Context: an optimization exercise on an open-source flow, tuned for small area. The choices shown serve that exercise and are no tape-out recipe.
The RTL was checked by simulation tests, not by an equivalence proof against the original design.
The flow treats the clock pin as an ideal source. Dropping or thinning the clock tree relies on that and would not hold on a real chip.
No activity file was given, so power comes from the tool's default toggle rates.

## beebc_core
module beebc_core (
    input  wire       clk,
    input  wire       rst,         
    output wire [3:0] mem_addr,
    input  wire [7:0] mem_rdata,
    output wire [7:0] mem_wdata,
    output wire       mem_we,
    output wire [7:0] out,
    output wire       out_strobe,
    output wire       halted
);
export LEC_CHECK = 0
export CAP_MARGIN = 20
export CORE_MARGIN = 2
export CORE_UTILIZATION = 40
export GPL_TIMING_DRIVEN = 0
export SLEW_MARGIN = 20
export BUFFER_PORTS_ARGS = -buffer_cell sky130_fd_sc_hd__buf_1
export CTS_ARGS = -repair_clock_nets -buf_list sky130_fd_sc_hd__clkbuf_4 -dont_use_dummy_load -sink_buffer_max_cap_derate 1.0
export POST_CTS_TCL = /design/flow/flow/collapse.tcl
export COLLAPSE_ROOT_CELL = sky130_fd_sc_hd__buf_12
create_clock -name core_clock -period 8.0 [get_ports {clk}]
standard.sh (not shown) runs the stock make flow with config.mk's settings and CLKGATE_MAP_FILE= SYNTH_SCRIPT=/design/flow/synth_recipe.tcl, a recipe that flattens the netlist after the stock synthesis.
==> flow/flow/run.sh <==
#!/bin/bash
# The standard ORFS layout (standard.sh), with three changes:
#  - synthesis maps the logic with the area-oriented ABC script in
#    flow/abc_area.abc instead of ORFS's speed script (the rest of the
#    standard synthesis, synth_recipe.tcl, is unchanged: same registers, same
#    flattening and renaming);
#  - the port buffers are the smallest buffer cell, sky130_fd_sc_hd__buf_1;
#  - clock tree synthesis options (CTS_ARGS below), after which
#    flow/collapse.tcl (run by ORFS as the POST_CTS_TCL hook) merges the
#    clock tree into one buffer, a sky130_fd_sc_hd__buf_12, that drives every register.

# The make output of every step goes to standard.log in this folder; ORFS's
# own per-step logs stay under orfs/logs.
set -euo pipefail
here=$(pwd)
export MY_ABC_SCRIPT=$here/flow/abc_area.abc
{
  head -n 1 synth_recipe.tcl
  cat <<'TCL'
proc abc {args} {
  set i [lsearch -exact $args -script]
  if {$i >= 0} { set args [lreplace $args $i [expr {$i + 1}] -script $::env(MY_ABC_SCRIPT)] }
  yosys abc {*}$args
}
TCL
  tail -n +2 synth_recipe.tcl
} > my_synth.tcl
sed "s#SYNTH_SCRIPT=[^ ]*synth_recipe.tcl#SYNTH_SCRIPT=$here/my_synth.tcl#" standard.sh > my_standard.sh
grep -q "SYNTH_SCRIPT=$here/my_synth.tcl" my_standard.sh
echo 'export BUFFER_PORTS_ARGS = -buffer_cell sky130_fd_sc_hd__buf_1' >> config.mk
CTS_ARGS="-repair_clock_nets -buf_list sky130_fd_sc_hd__clkbuf_4 -dont_use_dummy_load -sink_buffer_max_cap_derate 1.0"
if [ -n "$CTS_ARGS" ]; then echo "export CTS_ARGS = $CTS_ARGS" >> config.mk; fi
echo "export POST_CTS_TCL = $here/flow/collapse.tcl" >> config.mk
echo 'export COLLAPSE_ROOT_CELL = sky130_fd_sc_hd__buf_12' >> config.mk
bash my_standard.sh > standard.log 2>&1
Other scripts of this flow, unchanged in this note and not shown: flow/flow/abc_area.abc, flow/flow/collapse.tcl
The baseline ran to the end with no violations.
Edit:
CAP_MARGIN = 0   (was 20)
GPL_TIMING_DRIVEN = unset   (was 0)
SLEW_MARGIN = 0   (was 20)
After rerunning: The changed run completed without violations; via count went down by 4.2%; critical path depth is unchanged; clock skew is about the same; final area went down by 3.6%; wire length went down by 2.8%; global-route usage went down by 0.58 points; worst setup slack is better by 0.13 ns; register-to-register slack is better by 0.19 ns; area after synthesis stays the same; total power went down by 1.0%.
Edit:
GPL_TIMING_DRIVEN = 0   (was unset)
Routed wire length climbs by 2.4%.
Non-clock buffer count came out higher by 6.
Global-route usage climbs by 0.83 points.
Hold slack degrades by 0.0041 ns.
Synthesized cell count is unchanged.
Power is higher by about 1%.
Die area is unchanged.
Cell area went up by 3.5%.
Setup slack loses 0.54 ns.
Clock-buffer cell count is unchanged.
Edit:
CAP_MARGIN = 20   (was 0)
GPL_TIMING_DRIVEN = unset   (was 0)
SLEW_MARGIN = 20   (was 0)
What happened: The new run finished clean; via count went down slightly; global-route usage went down by 0.83 points; final area is lower by a few percent; setup slack is better by 0.54 ns; synthesized cell count does not change; sequential power is about the same; die area stays the same; count of clock-buffer cells in the layout does not change; register-to-register slack improved by 0.60 ns; utilization shrinks by 1.6 points.

==> what the ideal ports hide <==
No port has a modelled driver above. Below, the same layouts with a new extraction and two added sets of constraints. Step 1 assumes that a clkbuf_16 drives the clock port and a buf_2 every other input. Step 2 also shifts input and output timing later by t, the mid clock arrival at the registers, as if the neighbouring blocks saw the same clock. Three values: ideal, step 1, step 2; two values: the first two.
| run | t, ns | slack for setup (ns) | worst register clock-pin slew, ns | worst slew at a driven data input, ns |
|---|---|---|---|---|
| the first run | 0.173 | 2.236 / 2.245 / 2.072 | 0.12 / 0.12 | 0.03 |
| the second run | 0.172 | 2.367 / 2.376 / 2.204 | 0.11 / 0.11 | 0.03 |
| the third run | 0.179 | 1.823 / 1.837 / 1.658 | 0.12 / 0.12 | 0.03 |
| the fourth run | 0.172 | 2.367 / 2.376 / 2.204 | 0.11 / 0.11 | 0.03 |
After both steps setup and hold are still met in every run listed. The setup slack of the third run, which loses most, moves by +0.014 ns with the drivers and by -0.165 ns with both steps.
